This design comes from an exercise in tuning for small area on the open sky130 flow, not from production work. Only simulation tests tie the RTL to the original design; equivalence was not proved. Power figures rest on the tool's default switching activity, not on a simulated workload.

--- flow/constraint.sdc ---
create_clock -name core_clock -period 22.0 [get_ports {clk}]
set_input_delay 4.4000 -clock core_clock [delete_from_list [all_inputs] [get_ports {clk}]]
set_output_delay 4.4000 -clock core_clock [all_outputs]
set_load 0.01 [all_outputs]
--- flow/standard.sh ---
#!/bin/bash
# synth_recipe.tcl (not shown) runs the flow's synth.tcl, then flattens the netlist and writes it again
# the make line also repeats each setting of config.mk as NAME=value (left out here)
make -C /OpenROAD-flow-scripts/flow DESIGN_CONFIG=/design/flow/config.mk WORK_HOME=/design/flow/orfs CLKGATE_MAP_FILE= SYNTH_SCRIPT=/design/flow/synth_recipe.tcl "${@:-finish}"
--- flow/design.v ---
module stepper_sequencer (
    input  wire        clk,
    input  wire        rst,           
    input  wire        cmd_valid,
    output wire        cmd_ready,
    input  wire [47:0] cmd,
    output wire        rsp_valid,
    output wire [39:0] rsp,
    output reg         ser_latch,
    output reg         ser_data,
    output reg         ser_clk,
    output wire [7:0]  duty_a1,
    output wire [7:0]  duty_b1,
    output wire [7:0]  duty_a2,
    output wire [7:0]  duty_b2,
    output wire        delay_req,
    output wire [31:0] delay_ms,
    input  wire        delay_ack
);
    localparam [2:0] S_IDLE = 3'd0;
    localparam [2:0] S_DIV  = 3'd1;    
    localparam [2:0] S_LOAD = 3'd2;    
    localparam [2:0] S_LOOP = 3'd3;    
    localparam [2:0] S_TX   = 3'd4;    
    localparam [2:0] S_RESP = 3'd5;
    localparam [2:0] S_P1   = 3'd6;    
    localparam [2:0] S_P3   = 3'd7;    
    localparam [2:0] O_NEW  = 3'd1;
    localparam [2:0] O_SET  = 3'd2;
    localparam [2:0] O_ONE  = 3'd3;
    localparam [2:0] O_STEP = 3'd4;
    localparam [2:0] O_REL  = 3'd5;
    localparam [2:0] O_LW   = 3'd6;
    localparam [25:0] SIXTY_MILLION = 26'd60000000;
    localparam [10:0] THOUSAND      = 11'd1000;
    reg [2:0]  st;
    reg [2:0]  op;
    reg [2:0]  rc;       
    reg        ps;       
    reg        dirb;     
    reg [1:0]  sty;      
    reg [31:0] imm;
    reg [3:0]  mcnt;     
    reg [4:0]  cnt;      
    reg [4:0]  ph;       
    reg        run;      
    reg        fp;       
    reg [26:0] sc;       
    reg        prev;     
    reg        cy;       
    reg        sub;      
    reg        bw;       
    reg        mdone;    
    reg [7:0]  lw;       
    reg        valid0, valid1;
    reg        nz0, nz1;
    reg [25:0] sq0, sq1;
    reg [25:0] us0, us1;
    reg [9:0]  rem0, rem1;
    reg        ovr;      
    reg [5:0]  pos0, pos1;
    reg [7:0]  da1, db1, da2, db2;
    wire [3:0] c_op   = cmd[47:44];
    wire [2:0] c_port = cmd[43:41];
    wire [2:0] c_dir  = cmd[40:38];
    wire [2:0] c_sty  = cmd[37:35];
    wire [2:0] c_rsv  = cmd[34:32];
    wire       z_hi   = ~|cmd[31:16];
    wire       z_imm  = z_hi & ~|cmd[15:0];
    wire       z_dsr  = ~|cmd[40:32];
    reg c_legal;
    always @(*) begin
        case (c_op)
            4'd1, 4'd2: c_legal = z_dsr;
            4'd3:       c_legal = (c_rsv == 3'd0) && z_imm;
            4'd4:       c_legal = (c_rsv == 3'd0);
            4'd5:       c_legal = z_dsr && z_imm;
            4'd6:       c_legal = (c_port == 3'd0) && z_dsr && z_hi;
            default:    c_legal = 1'b0;
        endcase
    end
    wire c_port_ok = (c_port == 3'd1) || (c_port == 3'd2);
    wire c_ps      = c_port[1];
    wire c_valid   = c_ps ? valid1 : valid0;
    wire c_nz      = c_ps ? nz1 : nz0;
    wire c_dir_ok  = (c_dir == 3'd1) || (c_dir == 3'd2);
    wire c_sty_ok  = c_sty[2] ? (c_sty[1:0] == 2'd0) : (c_sty[1:0] != 2'd0);
    wire c_motion  = (c_op == 4'd3) || (c_op == 4'd4);
    reg [2:0] c_rc;
    always @(*) begin
        if (!c_legal)                          c_rc = 3'd1;
        else if (c_op == 4'd6)                 c_rc = 3'd0;
        else if (!c_port_ok)                   c_rc = 3'd2;
        else if (c_op != 4'd1 && !c_valid)     c_rc = 3'd3;
        else if (c_motion && !c_dir_ok)        c_rc = 3'd4;
        else if (c_motion && !c_sty_ok)        c_rc = 3'd5;
        else if (c_op == 4'd2 && (!c_nz || z_imm)) c_rc = 3'd6;
        else                                   c_rc = 3'd0;
    end
    wire [5:0] curpos = ps ? pos1 : pos0;
    wire       remtap = ps ? rem1[0] : rem0[0];
    wire       micro  = (sty == 2'd0);
    wire       new_op = (op == O_NEW);
    wire s_div  = (st == S_DIV);
    wire s_load = (st == S_LOAD);
    wire first  = (cnt == 5'd0);
    wire c_le10 = ~cnt[4] & (~cnt[3] | (~cnt[2] & ~(cnt[1] & cnt[0])));    
    wire s_cor  = (st == S_LOOP) & run & c_le10;      
    wire m1k    = s_load | s_cor;                     
    wire act    = run | (ph == 5'd25);                
    wire a_end  = (cnt == 5'd10);                     
    wire p_end  = (cnt == 5'd26);                     
    wire sqtap  = ps ? sq1[0] : sq0[0];
    wire ustap  = ps ? us1[0] : us0[0];
    wire k60    = SIXTY_MILLION[ph];
    wire dbit   = s_load ? ustap : (new_op ? k60 : sqtap);
    wire c_le9  = c_le10 & ~(cnt[3] & cnt[1]);                              
    wire radd   = (st == S_TX) & (op == O_STEP) & c_le10;
    wire rsub   = (st == S_LOOP) & ovr & c_le10;
    wire remop  = radd | rsub;
    wire kbit   = THOUSAND[cnt[3:0]];
    wire ring0  = m1k ? sc[16] : sc[0];               
    wire a_bit  = remop ? (remtap & c_le9) : s_cor ? sc[16] : (first ? dbit : (prev & ~fp));
    wire dv_bit = m1k ? kbit : imm[0];
    wire b_bit  = radd ? sc[16] : rsub ? ~kbit : s_cor ? (dv_bit & ~sub) : (dv_bit ^ sub);
    wire c_in   = first ? (rsub | (sub & ~s_cor & ~radd)) : cy;
    wire s_bit  = a_bit ^ b_bit ^ c_in;
    wire c_out  = (a_bit & b_bit) | (a_bit & c_in) | (b_bit & c_in);
    wire q_bit  = ~s_bit & (m1k | ~(imm[0] | (|imm[31:27])));
    reg [4:0] ld_k;
    always @(*) begin
        case (sty)
            2'd3:    ld_k = 5'd1;
            2'd0:    ld_k = 5'd4;
            default: ld_k = 5'd0;
        endcase
    end
    wire       odd = curpos[3];
    wire       d1  = micro;
    wire       d8  = (sty == 2'd1 && odd) || (sty == 2'd2 && !odd) || (sty == 2'd3);
    wire       d16 = (sty == 2'd1 && !odd) || (sty == 2'd2 && odd);
    wire [5:0] delta = {1'b0, d16, d8, 2'b00, d1};
    wire [5:0] np = curpos + (delta ^ {6{dirb}}) + {5'd0, dirb};
    function [3:0] phase8;    
        input [2:0] k;
        begin
            case (k)
                3'd0: phase8 = 4'b0001;
                3'd1: phase8 = 4'b0011;
                3'd2: phase8 = 4'b0010;
                3'd3: phase8 = 4'b0110;
                3'd4: phase8 = 4'b0100;
                3'd5: phase8 = 4'b1100;
                3'd6: phase8 = 4'b1000;
                default: phase8 = 4'b1001;
            endcase
        end
    endfunction
    wire [3:0] set = (op == O_REL) ? 4'b0000 : phase8({np[5:4], micro | np[3]});
    wire [7:0] en_bits = ps ? {set[2], set[3], set[0], 4'b0000, set[1]}
                            : {3'b000, set[3], set[2], set[0], set[1], 1'b0};
    wire [7:0] pmask   = ps ? 8'hE1 : 8'h1E;
    wire [7:0] l_m     = rst ? 8'hFF : (op == O_LW) ? imm[15:8] : pmask;
    wire [7:0] l_v     = rst ? 8'h00 : (op == O_LW) ? imm[7:0]  : en_bits;
    function [7:0] curve2;
        input [4:0] i;
        begin
            case (i)
                5'd0:  curve2 = 8'd0;
                5'd1:  curve2 = 8'd25;
                5'd2:  curve2 = 8'd50;
                5'd3:  curve2 = 8'd74;
                5'd4:  curve2 = 8'd98;
                5'd5:  curve2 = 8'd120;
                5'd6:  curve2 = 8'd141;
                5'd7:  curve2 = 8'd162;
                5'd8:  curve2 = 8'd180;
                5'd9:  curve2 = 8'd197;
                5'd10: curve2 = 8'd212;
                5'd11: curve2 = 8'd225;
                5'd12: curve2 = 8'd236;
                5'd13: curve2 = 8'd244;
                5'd14: curve2 = 8'd250;
                5'd15: curve2 = 8'd253;
                5'd16: curve2 = 8'd255;
                5'd17: curve2 = 8'd253;
                5'd18: curve2 = 8'd250;
                5'd19: curve2 = 8'd244;
                5'd20: curve2 = 8'd236;
                5'd21: curve2 = 8'd225;
                5'd22: curve2 = 8'd212;
                5'd23: curve2 = 8'd197;
                5'd24: curve2 = 8'd180;
                5'd25: curve2 = 8'd162;
                5'd26: curve2 = 8'd141;
                5'd27: curve2 = 8'd120;
                5'd28: curve2 = 8'd98;
                5'd29: curve2 = 8'd74;
                5'd30: curve2 = 8'd50;
                default: curve2 = 8'd25;
            endcase
        end
    endfunction
    wire       pwa  = (st == S_TX) & (cnt == 5'd27);
    wire       pwb  = (st == S_TX) & (cnt == 5'd28);
    wire       flip = curpos[4] ^ pwa;
    wire [7:0] dval = (rst || op == O_REL) ? 8'd0 : curve2({flip, curpos[3:0]});
    wire ovr_c  = ~first & ovr;
    wire ovr_n  = kbit ? (s_bit & ovr_c) : (s_bit | ovr_c);
    wire mz     = (mcnt == 4'd0);
    wire i_dec  = ~micro | mz;           
    wire b_cur  = first ? i_dec : bw;
    wire n_zero = b_cur & ~imm[0];       
    wire main_more = ~mdone & ~n_zero;
    wire home   = (curpos == 6'd0) || (curpos == 6'd16);
    reg [1:0] tx_act;    
    reg       tx_val;
    always @(*) begin
        tx_act = 2'd3;
        tx_val = 1'b0;
        case (cnt)
            5'd0:  begin tx_act = 2'd0; tx_val = 1'b0; end
            5'd1:  begin tx_act = 2'd1; tx_val = 1'b0; end
            5'd26: begin tx_act = 2'd0; tx_val = 1'b1; end
            5'd2, 5'd5, 5'd8, 5'd11, 5'd14, 5'd17, 5'd20, 5'd23:
                   begin tx_act = 2'd2; tx_val = 1'b0; end
            5'd4, 5'd7, 5'd10, 5'd13, 5'd16, 5'd19, 5'd22, 5'd25:
                   begin tx_act = 2'd2; tx_val = 1'b1; end
            5'd3:  begin tx_act = 2'd1; tx_val = lw[7]; end
            5'd6:  begin tx_act = 2'd1; tx_val = lw[6]; end
            5'd9:  begin tx_act = 2'd1; tx_val = lw[5]; end
            5'd12: begin tx_act = 2'd1; tx_val = lw[4]; end
            5'd15: begin tx_act = 2'd1; tx_val = lw[3]; end
            5'd18: begin tx_act = 2'd1; tx_val = lw[2]; end
            5'd21: begin tx_act = 2'd1; tx_val = lw[1]; end
            5'd24: begin tx_act = 2'd1; tx_val = lw[0]; end
            default: begin tx_act = 2'd3; tx_val = 1'b0; end
        endcase
    end
    assign cmd_ready = (st == S_IDLE);
    assign rsp_valid = (st == S_RESP);
    assign delay_req = (st == S_P1) || (st == S_P3);
    wire [15:0] ms = {sc[0], sc[1], sc[2], sc[3], sc[4], sc[5], sc[6], sc[7],
                      sc[8], sc[9], sc[10], sc[11], sc[12], sc[13], sc[14], sc[15]};
    assign delay_ms  = (st == S_P3) ? 32'd1 : {16'd0, ms};
    wire [1:0] r_status = (rc == 3'd0) ? 2'd0 : (rc == 3'd6) ? 2'd2 : 2'd1;
    wire [2:0] r_cause  = (rc == 3'd6) ? 3'd1 : rc;
    wire       r_pos    = (op == O_ONE) && (rc == 3'd0);
    assign rsp = {r_status, r_cause, 29'd0, r_pos ? curpos : 6'd0};
    assign duty_a1 = da1;
    assign duty_b1 = db1;
    assign duty_a2 = da2;
    assign duty_b2 = db2;
    always @(posedge clk) begin
        if (rst) begin
            st        <= S_IDLE;
        end else begin
            case (st)
                S_IDLE: if (cmd_valid) begin
                    if (c_rc != 3'd0)
                        st <= S_RESP;
                    else case (c_op)
                        4'd1, 4'd2: st <= S_DIV;
                        4'd4:       st <= S_LOAD;
                        default:    st <= S_TX;
                    endcase
                end
                S_DIV: if (p_end && ph == 5'd0) st <= S_RESP;
                S_LOAD: if (p_end && ph == ld_k) st <= S_LOOP;
                S_LOOP: if (cnt == 5'd31) begin
                    if (main_more || (micro && !home)) st <= S_TX;
                    else st <= S_RESP;
                end
                S_TX: begin
                    if (cnt == 5'd26 && op == O_LW) st <= S_RESP;
                    if (cnt == 5'd28) st <= (op == O_STEP) ? S_P1 : S_RESP;
                end
                S_P1: if (delay_ack) st <= ovr ? S_P3 : S_LOOP;
                S_P3: if (delay_ack) st <= S_LOOP;
                default: st <= S_IDLE;    
            endcase
        end
    end
    wire s_tx = (st == S_TX);
    wire pv   = ~rst & tx_val;
    always @(posedge clk) begin
        if (rst | (s_tx & first)) lw <= (lw & ~l_m) | (l_v & l_m);
        if (rst | (s_tx & (tx_act == 2'd0))) ser_latch <= pv;
        if (rst | (s_tx & (tx_act == 2'd1))) ser_data  <= pv;
        if (rst | (s_tx & (tx_act == 2'd2))) ser_clk   <= pv;
        if (rst | (pwa & ~ps)) da1 <= dval;
        if (rst | (pwa &  ps)) da2 <= dval;
        if (rst | (pwb & ~ps)) db1 <= dval;
        if (rst | (pwb &  ps)) db2 <= dval;
        if (rst | (s_div & new_op & ~ps)) valid0 <= ~rst;
        if (rst | (s_div & new_op &  ps)) valid1 <= ~rst;
    end
    wire acc_ok = (st == S_IDLE) && cmd_valid && (c_rc == 3'd0);
    wire sq_w   = s_div & new_op & p_end;
    wire us_w   = s_div & (new_op | p_end);
    wire rem_en = s_div | (remop & c_le9);
    wire rem_in = ~s_div & s_bit;
    wire pos_en = (s_div && new_op) || ((st == S_TX) && first && (op == O_ONE || op == O_STEP));
    wire [5:0] pos_d = s_div ? 6'd0 : np;
    wire nz_en  = acc_ok && (c_op == 4'd1);
    wire us_bit = ~new_op & q_bit;
    wire sc_hi_en = (act & (s_div | (m1k & c_le10))) | radd;
    wire sc_lo_en = act & (s_div | (s_load & a_end));
    wire imm_lo_en = (st == S_IDLE) || (st == S_LOOP) || (s_div & act);
    wire imm_hi_en = (st == S_IDLE) || (st == S_LOOP);
    always @(posedge clk) begin
        ph  <= (rst | (ph == 5'd0)) ? 5'd25 : ph - 5'd1;
        sq0 <= {(sq_w & ~ps) ? q_bit : sq0[0], sq0[25:1]};
        sq1 <= {(sq_w &  ps) ? q_bit : sq1[0], sq1[25:1]};
        us0 <= {(us_w & ~ps) ? us_bit : us0[0], us0[25:1]};
        us1 <= {(us_w &  ps) ? us_bit : us1[0], us1[25:1]};
    end
    always @(posedge clk) begin
        if ((s_div | s_load) ? (act & ~p_end) : (st == S_TX || st == S_LOOP))
            cnt <= cnt + 5'd1;
        else
            cnt <= 5'd0;
        if (st == S_IDLE) begin
            run <= 1'b0;
            fp  <= 1'b1;
        end else if (s_div | s_load) begin
            if (ph == 5'd25) run <= 1'b1;
            if (p_end) fp <= 1'b0;
        end else if ((st == S_LOOP) & a_end)
            run <= 1'b0;
        prev <= ring0;
        cy   <= c_out;
        if ((s_div & p_end) | (s_load & a_end))
            sub <= ~s_bit;
        else if (st == S_IDLE)
            sub <= 1'b1;
        if (sc_hi_en) sc[26:16] <= {radd ? sc[16] : s_bit, sc[26:17]};
        if (st == S_IDLE)
            ovr <= 1'b0;
        else if (radd)
            ovr <= ovr_n;
        else if (rsub & (cnt == 5'd10))
            ovr <= 1'b0;
        if (sc_lo_en) sc[15:0]  <= {s_div ? sc[16] : q_bit, sc[15:1]};
        if (imm_lo_en)
            imm[26:0] <= (st == S_IDLE) ? cmd[26:0]
                       : {(s_div ? imm[0] : imm[27]), imm[26:1]};
        if (imm_hi_en)
            imm[31:27] <= (st == S_IDLE) ? cmd[31:27]
                        : {imm[0] ^ b_cur, imm[31:28]};
        bw <= b_cur & ~imm[0];
        if (st == S_IDLE) begin
            op    <= c_op[2:0];
            rc    <= c_rc;
            ps    <= c_ps;
            dirb  <= c_dir[1];
            sty   <= c_sty[1:0];
            mcnt  <= 4'd0;
            mdone <= 1'b0;
        end else if (st == S_LOOP && cnt == 5'd31) begin
            if (micro && main_more) mcnt <= mcnt - 4'd1;
            if (!main_more) mdone <= 1'b1;
        end
        if (nz_en) begin
            if (c_ps) nz1 <= ~z_imm; else nz0 <= ~z_imm;
        end
        if (rem_en) begin
            if (ps) rem1 <= {rem_in, rem1[9:1]}; else rem0 <= {rem_in, rem0[9:1]};
        end
        if (pos_en) begin
            if (ps) pos1 <= pos_d; else pos0 <= pos_d;
        end
    end
endmodule
--- flow/config.mk ---
export PLATFORM = sky130hd
export DESIGN_NAME = stepper_sequencer
export DESIGN_NICKNAME = stepper_sequencer
export VERILOG_FILES = /design/flow/design.v
export SDC_FILE = /design/flow/constraint.sdc
export NUM_CORES = 4
export LEC_CHECK = 0
export ABC_AREA = 1
export CAP_MARGIN = 20
export CORE_MARGIN = 2
export CORE_UTILIZATION = 75
export PLACE_DENSITY = 0.85
export SLEW_MARGIN = 20
--- flow/flow/run.sh ---
#!/bin/bash
# Own layout flow: the standard ORFS flow, with
#  - port buffers of the smallest buffer cell (every port still gets its buffer),
#  - one tie cell per constant instead of one per constant load,
#  - a clock tree without dummy loads, built from clkbuf_8 clusters of at most 16 sinks.
# The full make output goes to run_make.log in the work folder; ORFS's own
# per-step logs stay under orfs/logs.
set -euo pipefail
CTS="-sink_clustering_enable -repair_clock_nets -dont_use_dummy_load -buf_list sky130_fd_sc_hd__clkbuf_8 -sink_clustering_size 16 -sink_clustering_max_diameter 50"
bash standard.sh \
  "BUFFER_PORTS_ARGS=-buffer_cell sky130_fd_sc_hd__buf_1" \
  "CTS_ARGS=$CTS" \
  SKIP_REPAIR_TIE_FANOUT=1 \
  finish > run_make.log 2>&1
==> out/results.tsv, run 1 <==
metric	value	unit
Clk Latency, worst-skew pair	540	ps
Total GRT Usage	0.301	
DR DRC count	0	
static leakage	4.91	nW
Primary FF master, synth	edfxtp_1	
# setup viols final	0	
Tcrit/Tclk final	0.325	
Worst-path clk slew	90	ps
Synth Cell Area	11300	µm²
via count	8131	
Switching Fraction	0.372	
clock network fraction of design power	0.168	
First-pass DRT Iterations	7	
drt total wl	24300	µm
Placed Area	11600	µm²
share of power burned in registers	0.503	
remaining antenna violation count	0	
Tmin final	7150	ps
pins over their slew limit	0	
ANT cells	0	
pin count of the biggest net entering global routing	52	
area fraction of the dominant cell type after synthesis	0.395	
port bufs	116	
sequential share of the synthesized area	0.621	
Setup Buffers After CTS	0	
Crit. End Element	output port	
synth warn	1	
fin nets	1303	
largest family of logic cells by synthesized area	simple AND/OR/NAND/NOR gates	
CTS tree	built	
final std cells w/o fill	1405	
CTS HTree Levels	1	
Achievable Freq	140	MHz
Synth Instances	1145	
Post-Synth Simple-Gate Area	0.171	
Yosys reg bits	277	
Rows	44	
syn_area_per_cell	9.90	µm²
relative slew slack	0.374	
outcome	finished clean	
syn_nets	1225	
hold path start	us0[21]	
Psw	0.538	mW
cell internal pwr	0.909	mW
post-cts resize count	0	
clk_skew	36.0	ps
CTS Sinks	277	
post-synthesis adder-cell area fraction	0.0322	
first-pass GRT wire length	38100	µm
ratio of cells with drive above 1 in the final layout	0.0450	
worst path required time	17600	ps
Max Cap Viol	0	
crit path launch	ps	
cell accounting for the most synthesized area	edfxtp_1	
# fillers	920	
grt ovf	0	
hold crit path type	reg2reg	
asr flop ratio synth	0	
vias in the first global route	7447	
CTS Buf Count	23	
PwrDens	122	nW/µm²
Core Area	14600	µm²
Final HPWL DP	17400	µm
library cells used by synthesis	54	
routed len/inst	17.3	µm
worst-margin pin slew	940	ps
# IOs	162	
Die Span X	127	µm
VDD IR-drop max	0.0000900	V
FF-to-FF path depth	18	
full die area	16100	µm²
Synth Area in Compound Gates	0.0784	
Fin Hold WS	301	ps
Fin. Hold Viols	0	
Vias per Instance	5.79	
Syn-to-layout area delta	5.12	%
startpoint types	register	
unrepaired setup endpoints after global routing	false	
design area	11900	µm²
R2R setup slack	17460	ps
crit-path max FO	21	
Die Height	127	µm
initial antenna violation count	0	
worst-case clock buffer depth	3	
multiplexer share of the synthesized area	0.00265	
combinational power share	0.329	
top post-synthesis cells by area	edfxtp_1 39%, dfxtp_1 23%, nand2_1 8.8%	
cts hold-fix bufs	0	
Worst Hold End	us0[20]	
GPL Wtd Cong	0.956	
Post-synth EDFFs	149	
XOR/XNOR Fraction of Synth Area	0.00762	
Initial Util	0.774	
WHS Path Cells	0	
reg2reg start	ps	
critical path class	reg2out	
Post-Place Cells	1382	
Detailed Route Iter0 Violations	752	
Root Driver	clkbuf_8	
setup TNS	0	ps
CP arrival	2750	ps
[cell usage after synthesis (4+ instances only)]
library cell,n
edfxtp_1,149
buf_4,48
clkbuf_1,14
ha_1,26
a31oi_1,5
o31ai_1,5
or2_2,5
dfxtp_1,128
buf_1,4
nand2_1,265
nand4_1,12
a21oi_1,49
inv_1,131
inv_2,5
a211oi_1,6
nor3_1,22
o211ai_1,6
nor2_1,112
nand3_1,36
o21ai_1,4
o21ai_0,55
xor2_1,5
[layer usage]
| metal | GRT usage | up-vias | wire length (µm) |
|---|---|---|---|
| li1 | - | 3874 | - |
| met1 | 0.417 | 3764 | 10200 |
| met2 | 0.502 | 435 | 11400 |
| met3 | 0.0405 | 58 | 1990 |
| met4 | 0.0995 | 0 | 755 |
| met5 | 0 | - | 0 |
[worst max-delay path by stage]
stage	endpoint	depth (start not counted)	slack, ps
CTS	rsp[3]	6	14900
global placement	rsp[3]	6	15590
finish	rsp[3]	6	14850
global route	rsp[3]	6	14630
detailed placement	rsp[3]	6	15450
floorplan	nz0	10	16180
[registers in the layout, summed over array words and instances (netlist names), 8 cells and up, named ones only]
register  cells
db2           8
us1          26
rem0         10
da1           8
us0          26
sq1          26
sc           27
imm          32
db1           8
sq0          26
rem1         10
da2           8
[critical path: stages (launching register included)]
cell and delay [ps]:
edfxtp_1 680, inv_1 450, nand2_1 90, nand2_1 440, inv_1 260, nor2_1 150
buf_1 170
[per-stage QoR]
stage / setup slack, ps / util / total power, mW
CTS: 14900 / 0.813 / 1.44
floorplan: 16180 / - / 1.06
global route: 14630 / 0.813 / 1.53
global placement: 15590 / 0.792 / 1.19
detailed placement: 15450 / 0.792 / 1.21
finish: 14850 / 0.813 / 1.45
[kinds of logic after synthesis]
logic type                 count (synthesis)
buffers and inverters                    208
xor gates and xnor gates                   9
adders and majority gates                 28
DFF                                      277
and+or+nand+nor                          466
AOI/OAI and AO/OA                        153
other                                      1
muxes                                      3
[layout by cell type (no fill, tap or decap), types with 2 or more instances in the layout]
| master | instances |
|---|---|
| nor3_2 | 3 |
| o21ai_1 | 4 |
| a31oi_1 | 5 |
| nand3b_1 | 3 |
| ha_1 | 26 |
| clkbuf_8 | 23 |
| inv_1 | 131 |
| o311ai_0 | 2 |
| or2_2 | 5 |
| buf_4 | 8 |
| xnor2_1 | 3 |
| fa_1 | 2 |
| o22ai_1 | 3 |
| nand2_1 | 265 |
| o21ai_2 | 3 |
| buf_1 | 116 |
| nand3_1 | 36 |
| nor3_1 | 22 |
| a21oi_2 | 2 |
| mux2i_1 | 3 |
| a21oi_1 | 48 |
| a221oi_1 | 3 |
| inv_2 | 5 |
| o31ai_1 | 5 |
| edfxtp_1 | 149 |
| a211oi_1 | 6 |
| nand4_1 | 12 |
| xor2_1 | 5 |
| o21ai_0 | 55 |
| nor4_1 | 2 |
| nor2_1 | 112 |
| o211ai_1 | 6 |
| dfxtp_1 | 128 |
[power groups by stage]
stage	combinational [mW]	sequential, mW	clock (mW)
after floorplan	0.337	0.727	0
after global placement	0.453	0.732	0
after detailed placement	0.468	0.737	0
after CTS	0.471	0.726	0.247
after global routing	0.530	0.736	0.264
final	0.477	0.727	0.243
[area by class of cell]
type	count	area, µm²	share of cell area
clock buffer	23	317	0.0266
inverter	137	514	0.0432
multi-input combinational	660	3320	0.279
sequential	277	7040	0.591
tap	184	230	0.0193
timing repair buffer	124	495	0.0416
==> run 2: changes to the inputs <==
--- a/flow/design.v
+++ b/flow/design.v
@@ -52,5 +52,6 @@
     reg        bw;       
     reg        mdone;    
-    reg [7:0]  lw;       
+    reg        lw0, lw1, lw2, lw3, lw4, lw5, lw6, lw7;
+    wire [7:0] lw = {lw7, lw6, lw5, lw4, lw3, lw2, lw1, lw0};
     reg        valid0, valid1;
     reg        nz0, nz1;
@@ -282,8 +283,16 @@
         end
     end
-    wire s_tx = (st == S_TX);
+    wire s_tx  = (st == S_TX);
+    wire lw_en = rst | (s_tx & first);
     wire pv   = ~rst & tx_val;
     always @(posedge clk) begin
-        if (rst | (s_tx & first)) lw <= (lw & ~l_m) | (l_v & l_m);
+        if (lw_en & l_m[0]) lw0 <= l_v[0];
+        if (lw_en & l_m[1]) lw1 <= l_v[1];
+        if (lw_en & l_m[2]) lw2 <= l_v[2];
+        if (lw_en & l_m[3]) lw3 <= l_v[3];
+        if (lw_en & l_m[4]) lw4 <= l_v[4];
+        if (lw_en & l_m[5]) lw5 <= l_v[5];
+        if (lw_en & l_m[6]) lw6 <= l_v[6];
+        if (lw_en & l_m[7]) lw7 <= l_v[7];
         if (rst | (s_tx & (tx_act == 2'd0))) ser_latch <= pv;
         if (rst | (s_tx & (tx_act == 2'd1))) ser_data  <= pv;
==> flow/flow/run.sh (replaced) <==
#!/bin/bash
# Own layout flow: the standard ORFS flow, with
#  - synthesis by the standard flow's own script (synth_recipe.tcl, unchanged), except that
#    ABC maps the logic with an area-oriented script (flow/area.abc); ABC runs
#    after the flip-flops are mapped, so the registers are those of the
#    standard synthesis,
#  - port buffers of the smallest buffer cell (every port still gets its buffer),
#  - one tie cell per constant instead of one per constant load,
#  - a clock tree without dummy loads, built from clkbuf_8 clusters of at most 14 sinks.
# The full make output goes to run_make.log in the work folder; ORFS's own
# per-step logs stay under orfs/logs.
set -euo pipefail
W=$(pwd)
{
  cat <<EOF
proc abc {args} {
  set i [lsearch -exact \$args -script]
  if { \$i >= 0 } { lset args [expr {\$i + 1}] $W/flow/area.abc }
  yosys abc {*}\$args
}
EOF
  cat "$W/synth_recipe.tcl"
} > "$W/own_synth.tcl"
CTS="-sink_clustering_enable -repair_clock_nets -dont_use_dummy_load -buf_list sky130_fd_sc_hd__clkbuf_8 -sink_clustering_size 14 -sink_clustering_max_diameter 60"
bash standard.sh \
  "SYNTH_SCRIPT=$W/own_synth.tcl" \
  "BUFFER_PORTS_ARGS=-buffer_cell sky130_fd_sc_hd__buf_1" \
  "CTS_ARGS=$CTS" \
  SKIP_REPAIR_TIE_FANOUT=1 \
  finish > run_make.log 2>&1
==> flow/flow/area.abc (new file) <==
strash
dch -f
amap -m
topo
--- a/flow/config.mk
+++ b/flow/config.mk
@@ -6,8 +6,7 @@
 export NUM_CORES = 4
 export LEC_CHECK = 0
-export ABC_AREA = 1
 export CAP_MARGIN = 20
 export CORE_MARGIN = 2
-export CORE_UTILIZATION = 75
-export PLACE_DENSITY = 0.85
+export CORE_UTILIZATION = 65
+export PLACE_DENSITY = 0.75
 export SLEW_MARGIN = 20
==> run 2 against run 1 <==
Effect of this change: combinational power fell by 6.1%; count of clock-buffer cells in the layout stayed put; setup slack got worse by 150 ps; sequential share of layout area increased by 2.0 points; clock power fell by 2%; sequential cell count is the same; first-iteration DRC count decreased by 30%.
==> out/results.tsv, run 2 <==
metric	value	unit	change
Core Area	16000	µm²	+9.3%
Max stage delay on crit path	530	ps	-150 ps
full die area	17600	µm²	+9.1%
Top reg by flops	imm		
relative slew slack	0.302		-0.0720
ANT cells	0		unchanged
critical path class	in2reg		
via count	7198		-11%
area fraction of the dominant cell type after synthesis	0.417		+0.0218
clk_skew	34.7	ps	-1.22 ps
fin nets	1125		-14%
pins over their slew limit	0		unchanged
Tcrit/Tclk final	0.332		+0.00690
top post-synthesis cells by area	edfxtp_1 42%, dfxtp_1 24%, nor2_1 5.6%		
# fillers	1199		+30%
static leakage	4.01	nW	-18%
# IOs	162		unchanged
Primary FF master, synth	edfxtp_1		
hold crit path type	reg2reg		
number of flip-flops in the largest register	32		unchanged
Post-synth top cells	161 x nor2_1, 149 x edfxtp_1, 128 x dfxtp_1		
startpoint types	input port		
grt ovf	0		unchanged
Die Height	133	µm	+4.4%
# setup viols final	0		unchanged
Final HPWL DP	14900	µm	-14%
vias in the first global route	6663		-11%
PwrDens	123	nW/µm²	+1.2%
worst-case clock buffer depth	3		unchanged
Clk Latency, worst-skew pair	540	ps	about the same
Synth Cell Area	10700	µm²	-5.2%
port bufs	116		unchanged
cell accounting for the most synthesized area	edfxtp_1		
Max Cap Viol	0		unchanged
ratio of cells with drive above 1 in the final layout	0.0354		-0.00960
drt total wl	20700	µm	-15%
outcome	finished clean		
GPL Wtd Cong	0.924		-3.3%
routed len/inst	16.5	µm	-4.8%
syn_area_per_cell	11.4	µm²	+16%
CTS Buf Count	23		unchanged
Root Driver	clkbuf_8		
crit-path cells	buf_1, or4_1, nor4_1, nand4_1, nor4_1, a311oi_1, o32ai_1, o31ai_1, nor3_1, clkinv_1, nor2_1, nor2_1, a2111oi_0, nor2_1, a21oi_1, nor2_1		
Overall Power	1.42	mW	-2.1%
Yosys reg bits	277		unchanged
first-pass GRT wire length	33000	µm	-13%
worst path required time	22430	ps	+4830 ps
Achievable Freq	137	MHz	-2.1%
most frequent cells in the layout	159 x nor2_1, 149 x edfxtp_1, 128 x dfxtp_1, 116 x buf_1, 83 x clkinv_1		
Tmin final	7300	ps	+152 ps
Initial Util	0.671		-0.103
Synth Instances	939		-18%
CP dominant cell by count	nor2_1		
Syn-to-layout area delta	7.28	%	
Vias per Instance	5.71		-1.3%
CTS tree	built		
crit-path max FO	4		-81%
Total GRT Usage	0.234		-0.0672
Fin. Hold Viols	0		unchanged
R2R setup slack	17100	ps	-360 ps
CTS HTree Levels	1		unchanged
CTS Sinks	277		unchanged
largest registers	imm (32), sc (27)		
VDD IR-drop max	0.0000856	V	-4.8%
pin count of the biggest net entering global routing	49		-5.8%
DR DRC count	0		unchanged
Detailed Route Iter0 Violations	528		-30%
CP max-delay cell	or4_1		
library cells used by synthesis	47		-13%
unrepaired setup endpoints after global routing	false		
syn_nets	1018		-17%
Die Span X	133	µm	+4.4%
commonest non-fill, non-tap cell in the layout	nor2_1		
post-cts resize count	0		unchanged
Crit. End Element	register		
First-pass DRT Iterations	5		-2
CP arrival	7730	ps	+4980 ps
Post-synth EDFFs	149		unchanged
synth warn	1		unchanged
initial antenna violation count	0		unchanged
Rows	46		+4.5%
most frequent cell after synthesis	nor2_1		
asr flop ratio synth	0		unchanged
sequential share of the synthesized area	0.655		+0.0342
Setup Buffers After CTS	0		unchanged
worst-margin pin slew	1040	ps	+99.9 ps
cts hold-fix bufs	0		unchanged
Worst-path clk slew	90	ps	about the same
remaining antenna violation count	0		unchanged
setup TNS	0	ps	unchanged
-- run 2: metal layers --
layer | GRT usage | routed length [µm]
met1 | 0.338 | 9360
met2 | 0.355 | 9080
met3 | 0.0483 | 1640
met4 | 0.0860 | 663
met5 | 0 | 0
-- run 2: kinds of logic (layout without fill, tap and decap cells) --
| kind of cell | after synthesis | count (layout) | synth area share |
|---|---|---|---|
| AO/OA/AOI/OAI | 197 | 197 | 0.122 |
| buffers and inverters | 128 | 233 | 0.0605 |
| adder cells (fa/ha/maj) | 27 | 27 | 0.0329 |
| flip-flops | 277 | 277 | 0.655 |
| other | 1 | 1 | 0.000349 |
| AND/OR/NAND/NOR | 309 | 309 | 0.129 |
-- run 2: report_power, final --
| part | switching (mW) | leakage (nW) | internal (mW) |
|---|---|---|---|
| Clock | 0.144 | 0.165 | 0.0936 |
| Combinational | 0.305 | 1.37 | 0.144 |
| Sequential | 0.0391 | 2.47 | 0.691 |
-- run 2: final timing paths --
kind | from | endpoint | cells after the start
worst max-delay path | cmd[16] | st[2] | 16
worst min-delay path | us0[11] | us0[10] | 0
worst max register to register | ps | lw7 | 18
worst min register to register | us0[11] | us0[10] | 0
-- run 2: final cells by class --
cell class                 instances  area, µm²  share of cell area
tap                              216        270              0.0235
clock buffer                      23        317              0.0275
multi-input combinational        534       3070               0.266
inverter                          83        312              0.0270
sequential                       277       7040               0.611
timing repair buffer             127        518              0.0450
-- run 2: critical path: cells and delay by family --
family | cells | cell delay (ps)
buffers and inverters | 2 | 220
AOI/OAI and AO/OA | 5 | 920
and+or+nand+nor | 9 | 2180
-- run 2: through the flow --
stage                     instance area, µm²  utilization  instances  hold slack (ps)  setup WS [ps]
after detailed placement               11200        0.700       1237              312          14220
after floorplan                        10700            -        939              310          14850
after global routing                   11500        0.720       1260              312          14390
final                                  11500        0.720       1260              313          14700
after CTS                              11500        0.720       1260              317          14790
after global placement                 11200        0.700       1237              311          14330
==> run 3: changes to the inputs <==
--- a/flow/flow/run.sh
+++ b/flow/flow/run.sh
@@ -4,5 +4,5 @@
 #    ABC maps the logic with an area-oriented script (flow/area.abc); ABC runs
 #    after the flip-flops are mapped, so the registers are those of the
-#    standard synthesis,
+#    standard synthesis; the adder cells are left to ABC too (no ADDER_MAP_FILE),
 #  - port buffers of the smallest buffer cell (every port still gets its buffer),
 #  - one tie cell per constant instead of one per constant load,
@@ -28,3 +28,4 @@
   "CTS_ARGS=$CTS" \
   SKIP_REPAIR_TIE_FANOUT=1 \
+  ADDER_MAP_FILE= \
   finish > run_make.log 2>&1
==> run 3 against run 2 <==
Effect of this change: sequential power is 0.8% lower; clock power about the same; worst hold slack better by 8.1 ps; critical endpoint unchanged; area after synthesis down 2.9%; power is 2.1% lower; critical path depth stayed put; register-to-register slack got worse by 130 ps; global-route usage increased by 0.89 points; sequential cell count unchanged; still clean; clock skew shrank 4.9 ps; non-clock buffer count did not move; utilization is 0.93 points lower.
==> out/results.tsv, run 3 <==
metric	value	unit	change
outcome	finished clean		
port bufs	116		unchanged
Core Area	15800	µm²	-1.4%
Initial Util	0.661		-0.0100
hold crit path type	reg2reg		
Worst-path clk slew	100	ps	about the same
largest registers	imm (32), sc (27)		
static leakage	3.81	nW	-4.9%
Tcrit/Tclk final	0.333		+0.00116
GPL Wtd Cong	0.960		+3.9%
fin nets	1084		-3.6%
routed len/inst	16.6	µm	+0.73%
# IOs	162		unchanged
pin count of the biggest net entering global routing	48		-2.0%
via count	7129		-0.96%
Final HPWL DP	14800	µm	-0.68%
hold path start	sq0[23]		
share of power burned in registers	0.522		+0.006
Rows	46		unchanged
ratio of cells with drive above 1 in the final layout	0.0359		+0.000482
PwrDens	124	nW/µm²	+0.62%
remaining antenna violation count	0		unchanged
Syn-to-layout area delta	7.50	%	
WHS Path Cells	0		unchanged
most frequent cells in the layout	173 x nor2_1, 149 x edfxtp_1, 128 x dfxtp_1, 116 x buf_1, 78 x clkinv_1		
syn_nets	977		-4.0%
full die area	17100	µm²	-2.8%
Post-synth top cells	175 x nor2_1, 149 x edfxtp_1, 128 x dfxtp_1		
Max Cap Viol	0		unchanged
clock network fraction of design power	0.172		+0.004
crit-path max FO	4		unchanged
Yosys reg bits	277		unchanged
number of flip-flops in the largest register	32		unchanged
r2r endpoint	lw7		
critical path class	in2reg		
area fraction of the dominant cell type after synthesis	0.429		+0.0125
Synth Cell Area	10400	µm²	-2.9%
Achievable Freq	136	MHz	-0.35%
combinational power share	0.306		-0.011
Synth Instances	925		-1.5%
CP arrival	7770	ps	+40 ps
library cells used by synthesis	44		-6.4%
FF-to-FF path depth	19		+1
CTS HTree Levels	1		unchanged
grt ovf	0		unchanged
DP Worst Slack	14140	ps	-82.1 ps
reg2reg start	ps		
ANT cells	0		unchanged
commonest non-fill, non-tap cell in the layout	nor2_1		
drt total wl	20700	µm	-0.39%
Detailed Route Iter0 Violations	619		+17%
Post-synth EDFFs	149		unchanged
relative slew slack	0.361		+0.0595
VDD IR-drop max	0.0000701	V	-18%
initial antenna violation count	0		unchanged
CTS tree	built		
sequential share of the synthesized area	0.675		+0.0197
vias in the first global route	6309		-5.3%
top post-synthesis cells by area	edfxtp_1 43%, dfxtp_1 25%, nor2_1 6.3%		
worst-case clock buffer depth	3		unchanged
Worst Hold End	sq0[22]		
Primary FF master, synth	edfxtp_1		
most frequent cell after synthesis	nor2_1		
Psw	0.479	mW	-1.9%
post-cts resize count	0		unchanged
Top reg by flops	imm		
final std cells w/o fill	1246		-1.1%
pins over their slew limit	0		unchanged
DR DRC count	0		unchanged
Clk Latency, worst-skew pair	540	ps	about the same
cell accounting for the most synthesized area	edfxtp_1		
cell internal pwr	0.908	mW	-2.2%
Die Height	131	µm	-1.4%
R2R setup slack	16970	ps	-130 ps
cts hold-fix bufs	0		unchanged
worst-margin pin slew	958	ps	-81.3 ps
First-pass DRT Iterations	6		+1
unrepaired setup endpoints after global routing	false		
Post-Place Cells	1222		-1.2%
asr flop ratio synth	0		unchanged
Total GRT Usage	0.243		+0.00889
CTS Sinks	277		unchanged
Die Span X	131	µm	-1.4%
setup TNS	0	ps	unchanged
first-pass GRT wire length	32400	µm	-2.0%
startpoint types	input port		
Fin. Hold Viols	0		unchanged
Switching Fraction	0.345		+0.000781
Tmin final	7330	ps	+25.5 ps
Vias per Instance	5.72		+0.15%
worst path required time	22440	ps	about the same
# setup viols final	0		unchanged
Crit. End Element	register		
CTS Buf Count	23		unchanged
Overall Power	1.39	mW	-2.1%
clk_skew	29.8	ps	-4.92 ps
Root Driver	clkbuf_8		
synth warn	1		unchanged
Setup WS post-layout	14670	ps	-25.5 ps
syn_area_per_cell	11.3	µm²	-1.4%
Setup Buffers After CTS	0		unchanged
==> run 3: worst max path at each step <==
stage | startpoint | end | slack (ps) | cells past startpoint
2_1_floorplan | cmd[21] | st[2] | 14850 | 15
3_3_place_gp | cmd[16] | st[2] | 14260 | 16
6_report | cmd[16] | st[2] | 14670 | 16
4_1_cts | ps | rsp[2] | 14560 | 5
5_1_grt | cmd[16] | st[2] | 14300 | 16
3_5_place_dp | cmd[16] | st[2] | 14140 | 16
==> run 3: logic make-up after synthesis <==
family	synth area share
DFF	0.675
other	0.000360
buffers and inverters	0.0605
AOI/OAI and AO/OA	0.129
and+or+nand+nor	0.136
==> run 3: power by group through the flow <==
stage                     Sequential (mW)  Combinational, mW  Clock (mW)
after global placement              0.733              0.409           0
final                               0.724              0.424       0.239
after global routing                0.732              0.470       0.264
after CTS                           0.724              0.417       0.245
after detailed placement            0.734              0.416           0
after floorplan                     0.732              0.290           0
==> run 3: per-stage QoR <==
step           area, µm²  utilization  hold slack, ps
2_1_floorplan      10400            -             310
3_3_place_gp       10900        0.690             310
3_5_place_dp       10900        0.690             312
4_1_cts            11200        0.710             325
5_1_grt            11200        0.711             333
6_report           11200        0.711             321
==> run 3: area by class of cell <==
type,count,area [µm²]
clock buffers,23,317
fillers,1171,4560
inverters,78,293
multi-input cells,525,2770
flip-flops and latches,277,7040
well taps,216,270
repair buffers,127,518
==> run 3: per-layer routing <==
| layer | routed length (µm) | share of wire | vias to the layer above | global-route usage |
|---|---|---|---|---|
| met5 | 0 | 0 | - | 0 |
| met2 | 9150 | 0.44 | 339 | 0.382 |
| met1 | 9180 | 0.44 | 3238 | 0.353 |
| met4 | 619 | 0.030 | 0 | 0.0782 |
| met3 | 1710 | 0.083 | 55 | 0.0383 |
| li1 | - | - | 3497 | - |
==> run 3: worst max-delay path, stage by stage <==
cell and delay [ps]:
buf_1 80, or4_1 540, nor4_1 520, nand4_1 280, nor4_1 230, a311oi_1 90
o32ai_1 230, o31ai_1 160, nor3_1 390, clkinv_1 160, nor2_1 120, nor2_1 40
a2111oi_0 290, nor2_1 70, a21oi_1 120, nor2_1 50
==> run 4: changes to the inputs <==
--- a/flow/design.v
+++ b/flow/design.v
@@ -164,40 +164,25 @@
     wire [7:0] l_m     = rst ? 8'hFF : (op == O_LW) ? imm[15:8] : pmask;
     wire [7:0] l_v     = rst ? 8'h00 : (op == O_LW) ? imm[7:0]  : en_bits;
-    function [7:0] curve2;
+    function [7:0] curve;
         input [4:0] i;
         begin
             case (i)
-                5'd0:  curve2 = 8'd0;
-                5'd1:  curve2 = 8'd25;
-                5'd2:  curve2 = 8'd50;
-                5'd3:  curve2 = 8'd74;
-                5'd4:  curve2 = 8'd98;
-                5'd5:  curve2 = 8'd120;
-                5'd6:  curve2 = 8'd141;
-                5'd7:  curve2 = 8'd162;
-                5'd8:  curve2 = 8'd180;
-                5'd9:  curve2 = 8'd197;
-                5'd10: curve2 = 8'd212;
-                5'd11: curve2 = 8'd225;
-                5'd12: curve2 = 8'd236;
-                5'd13: curve2 = 8'd244;
-                5'd14: curve2 = 8'd250;
-                5'd15: curve2 = 8'd253;
-                5'd16: curve2 = 8'd255;
-                5'd17: curve2 = 8'd253;
-                5'd18: curve2 = 8'd250;
-                5'd19: curve2 = 8'd244;
-                5'd20: curve2 = 8'd236;
-                5'd21: curve2 = 8'd225;
-                5'd22: curve2 = 8'd212;
-                5'd23: curve2 = 8'd197;
-                5'd24: curve2 = 8'd180;
-                5'd25: curve2 = 8'd162;
-                5'd26: curve2 = 8'd141;
-                5'd27: curve2 = 8'd120;
-                5'd28: curve2 = 8'd98;
-                5'd29: curve2 = 8'd74;
-                5'd30: curve2 = 8'd50;
-                default: curve2 = 8'd25;
+                5'd0:  curve = 8'd0;
+                5'd1:  curve = 8'd25;
+                5'd2:  curve = 8'd50;
+                5'd3:  curve = 8'd74;
+                5'd4:  curve = 8'd98;
+                5'd5:  curve = 8'd120;
+                5'd6:  curve = 8'd141;
+                5'd7:  curve = 8'd162;
+                5'd8:  curve = 8'd180;
+                5'd9:  curve = 8'd197;
+                5'd10: curve = 8'd212;
+                5'd11: curve = 8'd225;
+                5'd12: curve = 8'd236;
+                5'd13: curve = 8'd244;
+                5'd14: curve = 8'd250;
+                5'd15: curve = 8'd253;
+                default: curve = 8'd255;
             endcase
         end
@@ -206,5 +191,6 @@
     wire       pwb  = (st == S_TX) & (cnt == 5'd28);
     wire       flip = curpos[4] ^ pwa;
-    wire [7:0] dval = (rst || op == O_REL) ? 8'd0 : curve2({flip, curpos[3:0]});
+    wire [4:0] cidx = flip ? (5'd16 - {1'b0, curpos[3:0]}) : {1'b0, curpos[3:0]};
+    wire [7:0] dval = (rst || op == O_REL) ? 8'd0 : curve(cidx);
     wire ovr_c  = ~first & ovr;
     wire ovr_n  = kbit ? (s_bit & ovr_c) : (s_bit | ovr_c);
--- a/flow/config.mk
+++ b/flow/config.mk
@@ -6,7 +6,7 @@
 export NUM_CORES = 4
 export LEC_CHECK = 0
-export CAP_MARGIN = 20
+export CAP_MARGIN = 5
 export CORE_MARGIN = 2
 export CORE_UTILIZATION = 65
 export PLACE_DENSITY = 0.75
-export SLEW_MARGIN = 20
+export SLEW_MARGIN = 5
==> run 4 against run 3 <==
Effect of this change: still clean; non-clock buffer count is 2 lower; utilization is 0.36 points lower; synthesized cell count is 1.6% lower; final area is 0.87% lower; power is 0.35% lower; largest cell class unchanged.
==> out/results.tsv, run 4 <==
metric	value	unit	change
startpoint types	input port		
Tmin final	7220	ps	-108 ps
top post-synthesis cells by area	edfxtp_1 43%, dfxtp_1 25%, nor2_1 5.9%		
pins over their slew limit	0		unchanged
unrepaired setup endpoints after global routing	false		
setup TNS	0	ps	unchanged
Placed Area	10800	µm²	-0.81%
Worst path depth	16		unchanged
Worst-path clk slew	100	ps	about the same
grt ovf	0		unchanged
Post-synth EDFFs	149		unchanged
sequential share of the synthesized area	0.680		+0.00489
R2R setup slack	17050	ps	+80 ps
most frequent cells in the layout	163 x nor2_1, 149 x edfxtp_1, 128 x dfxtp_1, 116 x buf_1, 76 x clkinv_1		
remaining antenna violation count	0		unchanged
Die Span X	130	µm	-0.35%
drt total wl	20000	µm	-3.0%
FF-to-FF path depth	16		-3
# setup viols final	0		unchanged
design area	11100	µm²	-0.87%
Synth Cell Area	10400	µm²	-0.72%
Synth Area in Compound Gates	0.127		-0.00124
# IOs	162		unchanged
CP dominant cell by count	nor2_1		
cell accounting for the most synthesized area	edfxtp_1		
commonest non-fill, non-tap cell in the layout	nor2_1		
cell family with most CP delay	simple AND/OR/NAND/NOR gates		
vias in the first global route	6263		-0.73%
Setup Buffers After CTS	0		unchanged
ANT cells	0		unchanged
syn_nets	962		-1.5%
Initial Util	0.659		-0.00236
crit-path max FO	4		unchanged
ratio of cells with drive above 1 in the final layout	0.0326		-0.00335
Synth Instances	910		-1.6%
Root Driver	clkbuf_8		
cts hold-fix bufs	0		unchanged
port bufs	116		unchanged
CTS HTree Levels	1		unchanged
pin count of the biggest net entering global routing	46		-4.2%
Final HPWL DP	14100	µm	-4.4%
Achievable Freq	138	MHz	+1.5%
XOR/XNOR Fraction of Synth Area	0		unchanged
post-cts resize count	0		unchanged
Top reg by flops	imm		
library cells used by synthesis	41		-6.8%
worst path required time	22390	ps	-50 ps
critical path class	in2reg		
Crit. End Element	register		
Die Height	130	µm	-0.35%
Detailed Route Iter0 Violations	600		-3.1%
Tcrit/Tclk final	0.328		-0.00490
Post-synth top cells	164 x nor2_1, 149 x edfxtp_1, 128 x dfxtp_1		
worst-margin pin slew	1210	ps	+257 ps
VDD IR-drop max	0.0000750	V	+7.0%
most frequent cell after synthesis	nor2_1		
Primary FF master, synth	edfxtp_1		
synth warn	1		unchanged
Fin Hold WS	316	ps	-4.82 ps
clk_skew	44.7	ps	+14.9 ps
CTS Buf Count	23		unchanged
First-pass DRT Iterations	5		-1
crit path launch	cmd[16]		
Rows	46		unchanged
full die area	17000	µm²	-0.70%
CP max-delay cell	or4_1		
Total GRT Usage	0.239		-0.00465
static leakage	3.78	nW	-0.80%
relative slew slack	0.182		-0.180
initial antenna violation count	0		unchanged
DR DRC count	0		unchanged
CP Buf/Inv Count	1		-1
worst-case clock buffer depth	3		unchanged
asr flop ratio synth	0		unchanged
Post-Synth Simple-Gate Area	0.132		-0.00337
r2r endpoint	lw7		
Max stage delay on crit path	530	ps	about the same
post-synthesis adder-cell area fraction	0		unchanged
largest family of logic cells by synthesized area	simple AND/OR/NAND/NOR gates		
PwrDens	124	nW/µm²	+0.53%
via count	7006		-1.7%
multiplexer share of the synthesized area	0		unchanged
CP arrival	7610	ps	-160 ps
Fin. Hold Viols	0		unchanged
CTS tree	built		
first-pass GRT wire length	31500	µm	-2.7%
CTS Sinks	277		unchanged
Vias per Instance	5.70		-0.37%
Yosys reg bits	277		unchanged
crit path capture	st[2]		
hold crit path type	reg2reg		
number of flip-flops in the largest register	32		unchanged
fin nets	1067		-1.6%
reg2reg start	ps		
Overall Power	1.38	mW	-0.35%
Syn-to-layout area delta	7.34	%	
crit-path cells	buf_1, or4_1, nor4_1, nand4b_1, nor4_1, a311oi_1, o32ai_1, o31ai_1, nor2_1, o21ai_0, nor2_1, nor2_1, a2111oi_0, nor2_1, a21oi_1, nor2_1		
Clk Latency, worst-skew pair	550	ps	about the same
largest registers	imm (32), sc (27)		
Core Area	15700	µm²	-0.36%
routed len/inst	16.3	µm	-1.7%
area fraction of the dominant cell type after synthesis	0.432		+0.00311
syn_area_per_cell	11.4	µm²	+0.92%
Max Cap Viol	0		unchanged
GPL Wtd Cong	0.946		-1.4%
outcome	finished clean		
run 4: cell families after synthesis:
logic type             count (synthesis)
other                                  1
AOI/OAI and AO/OA                    204
and+or+nand+nor                      307
DFF                                  277
buffers and inverters                121
run 4: layout make-up:
class / count / area, µm²
Clock buffer: 23 / 317
Fill cell: 1171 / 4600
Inverter: 76 / 285
Multi-Input combinational cell: 512 / 2700
Sequential cell: 277 / 7040
Tap cell: 216 / 270
Timing Repair Buffer: 125 / 503
run 4: per-stage QoR:
stage / worst slack [ps] / util / instances
after detailed placement: 14270 / 0.687 / 1206
final: 14780 / 0.707 / 1229
after global routing: 14350 / 0.707 / 1229
after floorplan: 15020 / - / 910
after CTS: 14810 / 0.707 / 1229
after global placement: 14490 / 0.687 / 1206
run 4: metal layers:
layer  part of all wire  global-route usage  vias up
met1               0.45               0.346     3213
met4              0.030              0.0892        0
met5                  0                   0        -
met3              0.077              0.0385       48
li1                   -                   -     3432
met2               0.45               0.369      313
run 4: worst min-delay path by stage:
stage | start | endpoint | cells past startpoint | slack, ps
after floorplan | sq0[1] | sq0[0] | 0 | 310
after global placement | sq1[6] | sq1[5] | 0 | 310
after detailed placement | sq1[24] | sq1[23] | 0 | 310
after CTS | us0[3] | us0[2] | 0 | 320
after global routing | us0[3] | us0[2] | 0 | 330
final | us0[3] | us0[2] | 0 | 320
run 4: power breakdown:
part / switching, mW / internal, mW
Combinational: 0.287 / 0.124
Clock: 0.146 / 0.0936
Sequential: 0.0387 / 0.692
Total: 0.472 / 0.910
run 4: worst reg2reg max path: stages, from the launching register on:
cell and delay (ps):
edfxtp_1 330, buf_4 250, clkinv_1 570, o22ai_1 850, clkinv_1 300, o22ai_1 230, nor2b_1 110, o21a_1 190
or2_0 240, nand2_1 90, o21ai_0 150, o21ai_0 560, a21oi_1 130, o221ai_1 420, nor2_1 80, a21oi_1 120
nor2_1 50
==> run 5: changes to the inputs <==
--- a/flow/config.mk
+++ b/flow/config.mk
@@ -6,7 +6,7 @@
 export NUM_CORES = 4
 export LEC_CHECK = 0
-export CAP_MARGIN = 5
+export CAP_MARGIN = 20
 export CORE_MARGIN = 2
 export CORE_UTILIZATION = 65
 export PLACE_DENSITY = 0.75
-export SLEW_MARGIN = 5
+export SLEW_MARGIN = 20
==> run 5 against run 4 <==
Effect of this change: worst hold slack about the same; clock skew about the same; sequential power about the same; non-clock buffer count unchanged; final area unchanged; wire length about the same; critical path depth down 11; still clean; synthesized cell count unchanged; utilization unchanged.
==> out/results.tsv, run 5 <==
metric	value	unit	change
outcome	finished clean		
DP Worst Slack	14270	ps	unchanged
largest registers	imm (32), sc (27)		
relative slew slack	0.430		+0.249
most frequent cells in the layout	163 x nor2_1, 149 x edfxtp_1, 128 x dfxtp_1, 116 x buf_1, 76 x clkinv_1		
First-pass DRT Iterations	7		+2
clock network fraction of design power	0.173		about the same
library cells used by synthesis	41		unchanged
commonest non-fill, non-tap cell in the layout	nor2_1		
remaining antenna violation count	0		unchanged
unrepaired setup endpoints after global routing	false		
drt total wl	20000	µm	about the same
static leakage	3.78	nW	about the same
area fraction of the dominant cell type after synthesis	0.432		unchanged
vias in the first global route	6263		unchanged
startpoint types	register		
Die Span X	130	µm	unchanged
Psw	0.471	mW	-0.11%
pins over their slew limit	0		unchanged
full die area	17000	µm²	unchanged
pin count of the biggest net entering global routing	46		unchanged
hold crit path type	reg2reg		
Placed Area	10800	µm²	unchanged
design area	11100	µm²	unchanged
worst-case clock buffer depth	3		unchanged
most frequent cell after synthesis	nor2_1		
Syn-to-layout area delta	7.34	%	unchanged
CTS tree	built		
Max Cap Viol	0		unchanged
Post-synth top cells	164 x nor2_1, 149 x edfxtp_1, 128 x dfxtp_1		
Crit. End Element	output port		
R2R setup slack	17030	ps	-20 ps
cts hold-fix bufs	0		unchanged
clk_skew	44.6	ps	-0.129 ps
Worst-path clk slew	100	ps	about the same
Vias per Instance	5.69		about the same
grt ovf	0		unchanged
ANT cells	0		unchanged
Final HPWL DP	14100	µm	about the same
crit path launch	ps		
ratio of cells with drive above 1 in the final layout	0.0326		unchanged
Primary FF master, synth	edfxtp_1		
initial antenna violation count	0		unchanged
Fin. Hold Viols	0		unchanged
# IOs	162		unchanged
Yosys reg bits	277		unchanged
Tcrit/Tclk final	0.329		+0.000636
port bufs	116		unchanged
FF-to-FF path depth	16		unchanged
Root Driver	clkbuf_8		
combinational power share	0.298		about the same
GPL Wtd Cong	0.946		unchanged
critical path class	reg2out		
sequential share of the synthesized area	0.680		unchanged
cell internal pwr	0.910	mW	about the same
CTS Buf Count	23		unchanged
crit-path max FO	18		+14
number of flip-flops in the largest register	32		unchanged
Setup Buffers After CTS	0		unchanged
share of power burned in registers	0.529		about the same
Setup WS post-layout	14760	ps	-14.0 ps
fin nets	1067		unchanged
CP arrival	2840	ps	-4770 ps
Detailed Route Iter0 Violations	601		+0.17%
worst path required time	17600	ps	-4790 ps
synth warn	1		unchanged
CTS HTree Levels	1		unchanged
reg2reg start	ps		
Total GRT Usage	0.239		unchanged
Post-synth EDFFs	149		unchanged
PwrDens	124	nW/µm²	about the same
setup TNS	0	ps	unchanged
cell accounting for the most synthesized area	edfxtp_1		
syn_nets	962		unchanged
Synth Cell Area	10400	µm²	unchanged
Synth Instances	910		unchanged
hold path start	us0[3]		
Core Area	15700	µm²	unchanged
worst-margin pin slew	846	ps	-369 ps
first-pass GRT wire length	31500	µm	unchanged
VDD IR-drop max	0.0000750	V	about the same
via count	6999		-0.10%
Switching Fraction	0.341		about the same
Achievable Freq	138	MHz	-0.19%
Die Height	130	µm	unchanged
routed len/inst	16.3	µm	about the same
crit path capture	rsp[0]		
DR DRC count	0		unchanged
Clk Latency, worst-skew pair	550	ps	about the same
fin util	0.707		unchanged
# setup viols final	0		unchanged
Rows	46		unchanged
syn_area_per_cell	11.4	µm²	unchanged
r2r endpoint	lw7		
Initial Util	0.659		unchanged
Top reg by flops	imm		
Fin Hold WS	316	ps	-0.00500 ps
asr flop ratio synth	0		unchanged
top post-synthesis cells by area	edfxtp_1 43%, dfxtp_1 25%, nor2_1 5.9%		
post-cts resize count	0		unchanged
Tmin final	7240	ps	+14.0 ps
CTS Sinks	277		unchanged
-- run 5: cell counts after synthesis --
No cell type changed its count.
-- run 5: final cells by class --
type	instances	area (µm²)
fill	1171	4600
clock buffer	23	317
inverter	76	285
timing repair buffer	125	503
tap	216	270
sequential	277	7040
multi-input combinational	512	2700
-- run 5: critical path: stages (launching register included) --
cell and delay [ps]:
edfxtp_1 330, buf_4 250, clkinv_1 570, o22ai_1 850, nor2_1 130, buf_1 160
-- run 5: how the worst min path moves through the flow --
stage / end / cells after the start
2_1_floorplan: sq0[0] / 0
3_3_place_gp: sq1[5] / 0
3_5_place_dp: sq1[23] / 0
4_1_cts: us0[2] / 0
5_1_grt: us0[2] / 0
6_report: us0[2] / 0
-- run 5: through the flow --
step | cells | power (mW)
final | 1229 | 1.38
after global routing | 1229 | 1.46
after CTS | 1229 | 1.38
after detailed placement | 1206 | 1.15
after global placement | 1206 | 1.14
after floorplan | 910 | 1.02
-- run 5: power by group through the flow --
stage	sequential, mW	clock, mW	combinational, mW
2_1_floorplan	0.743	0	0.279
3_3_place_gp	0.741	0	0.398
3_5_place_dp	0.741	0	0.407
4_1_cts	0.731	0.247	0.407
5_1_grt	0.741	0.262	0.460
6_report	0.731	0.239	0.411
-- run 5: kinds of logic (layout without fill, tap and decap cells) --
group,Yosys count,after routing,synth area share
flops,277,277,0.680
compound gates,204,204,0.127
buf+inv,121,224,0.0602
simple gates,307,307,0.132
other cells,1,1,0.000362
-- run 5: layer usage --
layer	vias up	share of wire	global-route usage
li1	3433	-	-
met1	3210	0.45	0.346
met2	310	0.44	0.369
met3	46	0.076	0.0385
met4	0	0.029	0.0892
met5	-	0	0
==> run 6: changes to the inputs <==
==> flow/flow/area.abc (replaced) <==
strash
&get -n
&deepsyn -J 50
&put
dch -f
amap -m
topo
==> run 6 against run 5 <==
Effect of this change: combinational power rose by 9.2%; fmax fell by 0.29%; count of clock-buffer cells in the layout did not move; clock power barely moved; synthesized cell count fell by 3.7%; critical path depth rose by 6; critical endpoint is now nz1.
==> out/results.tsv, run 6 <==
metric	value	unit	change
outcome	finished clean		
final std cells w/o fill	1189		-3.3%
CP arrival	7500	ps	+4660 ps
static leakage	3.73	nW	-1.3%
Detailed Route Iter0 Violations	639		+6.3%
Yosys reg bits	277		unchanged
clk_skew	28.2	ps	-16.3 ps
synth warn	1		unchanged
WHS Path Cells	0		unchanged
WL met1	8980	µm	-0.37%
library cells used by synthesis	40		-2.4%
Tmin final	7260	ps	+21.0 ps
startpoint types	input port		
VDD IR-drop max	0.0000770	V	+2.7%
number of flip-flops in the largest register	32		unchanged
hold crit path type	reg2reg		
Synth Instances	876		-3.7%
Achievable Freq	138	MHz	-0.29%
syn_nets	928		-3.5%
Total GRT Usage	0.248		+0.00964
GPL Wtd Cong	0.978		+3.3%
area fraction of the dominant cell type after synthesis	0.437		+0.00513
vias in the first global route	6590		+5.2%
Overall Power	1.44	mW	+4.0%
Max Cap Viol	0		unchanged
fin util	0.717		+0.00987
fin nets	1032		-3.3%
full die area	16800	µm²	-1.1%
DR DRC count	0		unchanged
unrepaired setup endpoints after global routing	false		
Setup WS post-layout	14740	ps	-21.0 ps
CP max-delay cell	or4_1		
Post-Place Cells	1166		-3.3%
cell accounting for the most synthesized area	edfxtp_1		
grt ovf	0		unchanged
first-pass GRT wire length	32700	µm	+3.9%
# IOs	162		unchanged
most frequent cells in the layout	149 x edfxtp_1, 147 x nor2_1, 128 x dfxtp_1, 116 x buf_1, 64 x clkinv_1		
DP Worst Slack	14220	ps	-47.4 ps
Vias per Instance	5.84		+2.5%
syn_area_per_cell	11.7	µm²	+2.7%
cell family with most CP delay	simple AND/OR/NAND/NOR gates		
pin count of the biggest net entering global routing	54		+17%
Top reg by flops	imm		
initial antenna violation count	0		unchanged
largest registers	imm (32), sc (27)		
sequential share of the synthesized area	0.688		+0.00807
setup TNS	0	ps	unchanged
asr flop ratio synth	0		unchanged
CP Buf/Inv Count	2		-1
Initial Util	0.668		+0.00919
First-pass DRT Iterations	5		-2
port bufs	116		unchanged
ratio of cells with drive above 1 in the final layout	0.0337		+0.00117
Final HPWL DP	15000	µm	+6.5%
via count	6941		-0.83%
worst-margin pin slew	1040	ps	+198 ps
critical path class	in2reg		
Primary FF master, synth	edfxtp_1		
Worst path depth	11		+6
drt total wl	21000	µm	+4.7%
# setup viols final	0		unchanged
CTS tree	built		
FF-to-FF path depth	16		unchanged
met2 routed WL	10100	µm	+13%
Highest Signal Layer	met4		
cts hold-fix bufs	0		unchanged
Die Height	129	µm	-0.57%
PwrDens	131	nW/µm²	+5.2%
Post-synth EDFFs	149		unchanged
Die Span X	129	µm	-0.57%
Crit. End Element	register		
relative slew slack	0.300		-0.130
Max stage delay on crit path	630	ps	-220 ps
Rows	45		-2.2%
routed len/inst	17.6	µm	+8.2%
Worst-path clk slew	90	ps	about the same
CTS HTree Levels	1		unchanged
Root Driver	clkbuf_8		
Setup Buffers After CTS	0		unchanged
worst path required time	22240	ps	+4640 ps
CTS Sinks	277		unchanged
CTS Buf Count	23		unchanged
Tcrit/Tclk final	0.330		+0.000955
CP dominant cell by count	or4_1		
commonest non-fill, non-tap cell in the layout	edfxtp_1		
Synth Cell Area	10200	µm²	-1.2%
Clk Latency, worst-skew pair	530	ps	-20 ps
most frequent cell after synthesis	edfxtp_1		
Fin. Hold Viols	0		unchanged
worst-case clock buffer depth	3		unchanged
crit-path cells	buf_1, or4_1, or4_1, nor3_1, clkinv_1, o21ai_0, a31oi_1, o21bai_1, or3b_1, nand4b_1, nor2_1		
pins over their slew limit	0		unchanged
crit-path max FO	4		-14
Core Area	15300	µm²	-2.5%
met3 wire length	1360	µm	-11%
ANT cells	0		unchanged
top post-synthesis cells by area	edfxtp_1 44%, dfxtp_1 25%, nor2_1 5.4%		
Syn-to-layout area delta	7.34	%	about the same
remaining antenna violation count	0		unchanged
post-cts resize count	0		unchanged
Post-synth top cells	149 x edfxtp_1, 148 x nor2_1, 128 x dfxtp_1		
-- run 6: cell types whose count changed in the layout (fill, tap and decap cells not counted), moves of 7 or more --
| cell | delta |
|---|---|
| nor2_1 | -16 |
| o22a_1 | +7 |
| o21a_1 | -8 |
| nor3_1 | -14 |
| clkinv_1 | -12 |
| a21oi_1 | -14 |
-- run 6: cells by family (layout without fill, tap and decap cells) --
kind of cell | Yosys count | count (layout) | share of synthesized area
compound gates | 200 | 200 | 0.128
buf+inv | 109 | 211 | 0.0565
flops | 277 | 277 | 0.688
other cells | 1 | 1 | 0.000367
simple gates | 289 | 289 | 0.127
-- run 6: power breakdown --
part | switching, mW | internal (mW)
combinational | 0.310 | 0.139
clock | 0.145 | 0.0937
sequential | 0.0460 | 0.703
-- run 6: cell type report --
| cell class | count | area, µm² |
|---|---|---|
| well taps | 211 | 264 |
| fillers | 1110 | 4330 |
| multi-input cells | 490 | 2630 |
| flip-flops and latches | 277 | 7040 |
| repair buffers | 124 | 495 |
| inverters | 64 | 240 |
| clock buffers | 23 | 317 |
-- run 6: path summary, 6_finish.rpt --
path              slack, ps  endpoint    start
setup / recovery      14740       nz1  cmd[21]
hold / removal          330    sq1[5]   sq1[6]
setup reg to reg      16790    db2[0]       ps
hold reg to reg         330    sq1[5]   sq1[6]
-- run 6: routing by layer --
layer,vias to the layer above,GRT usage
met3,44,0.0339
met4,0,0.0740
met2,293,0.430
met5,-,0
li1,3333,-
met1,3271,0.330
-- run 6: through the flow --
stage / hold slack [ps] / instance area (µm²)
after floorplan: 310 / 10200
after global placement: 311 / 10700
after detailed placement: 312 / 10700
after CTS: 331 / 11000
after global routing: 333 / 11000
final: 328 / 11000

## afterwards: timing with drivers on the ports
How much do the figures lean on ideal ports? The routed layouts below were timed once more, with nothing changed but the port constraints.
Step 1 (the two cells are an assumption about what drives the block):
set clk [get_ports {clk}]
set_driving_cell -lib_cell sky130_fd_sc_hd__clkbuf_16 $clk
set_driving_cell -lib_cell sky130_fd_sc_hd__buf_2 [delete_from_list [all_inputs] $clk]
Step 2 also shifts input and output timing later by t, the mid clock arrival at the registers, as if the neighbouring blocks saw the same clock.
Three values: ideal ports, drivers, drivers and shift; two values: the first two.
run | t (ns) | setup slack, ns | latest minus earliest clock arrival (ns)
run 1 | 0.571 | 14.848 / 14.805 / 15.376 | 0.040 / 0.040
run 2 | 0.568 | 14.696 / 14.718 / 14.150 | 0.036 / 0.035
run 3 | 0.562 | 14.671 / 14.688 / 14.126 | 0.030 / 0.030
run 4 | 0.562 | 14.778 / 14.746 / 14.235 | 0.045 / 0.045
run 5 | 0.562 | 14.764 / 14.726 / 14.238 | 0.045 / 0.045
run 6 | 0.552 | 14.743 / 14.760 / 14.208 | 0.030 / 0.029
After both steps every run listed still meets setup and hold. For run 2, which loses most, drivers alone change the setup slack by +0.022 ns; drivers and shift together by -0.546 ns.
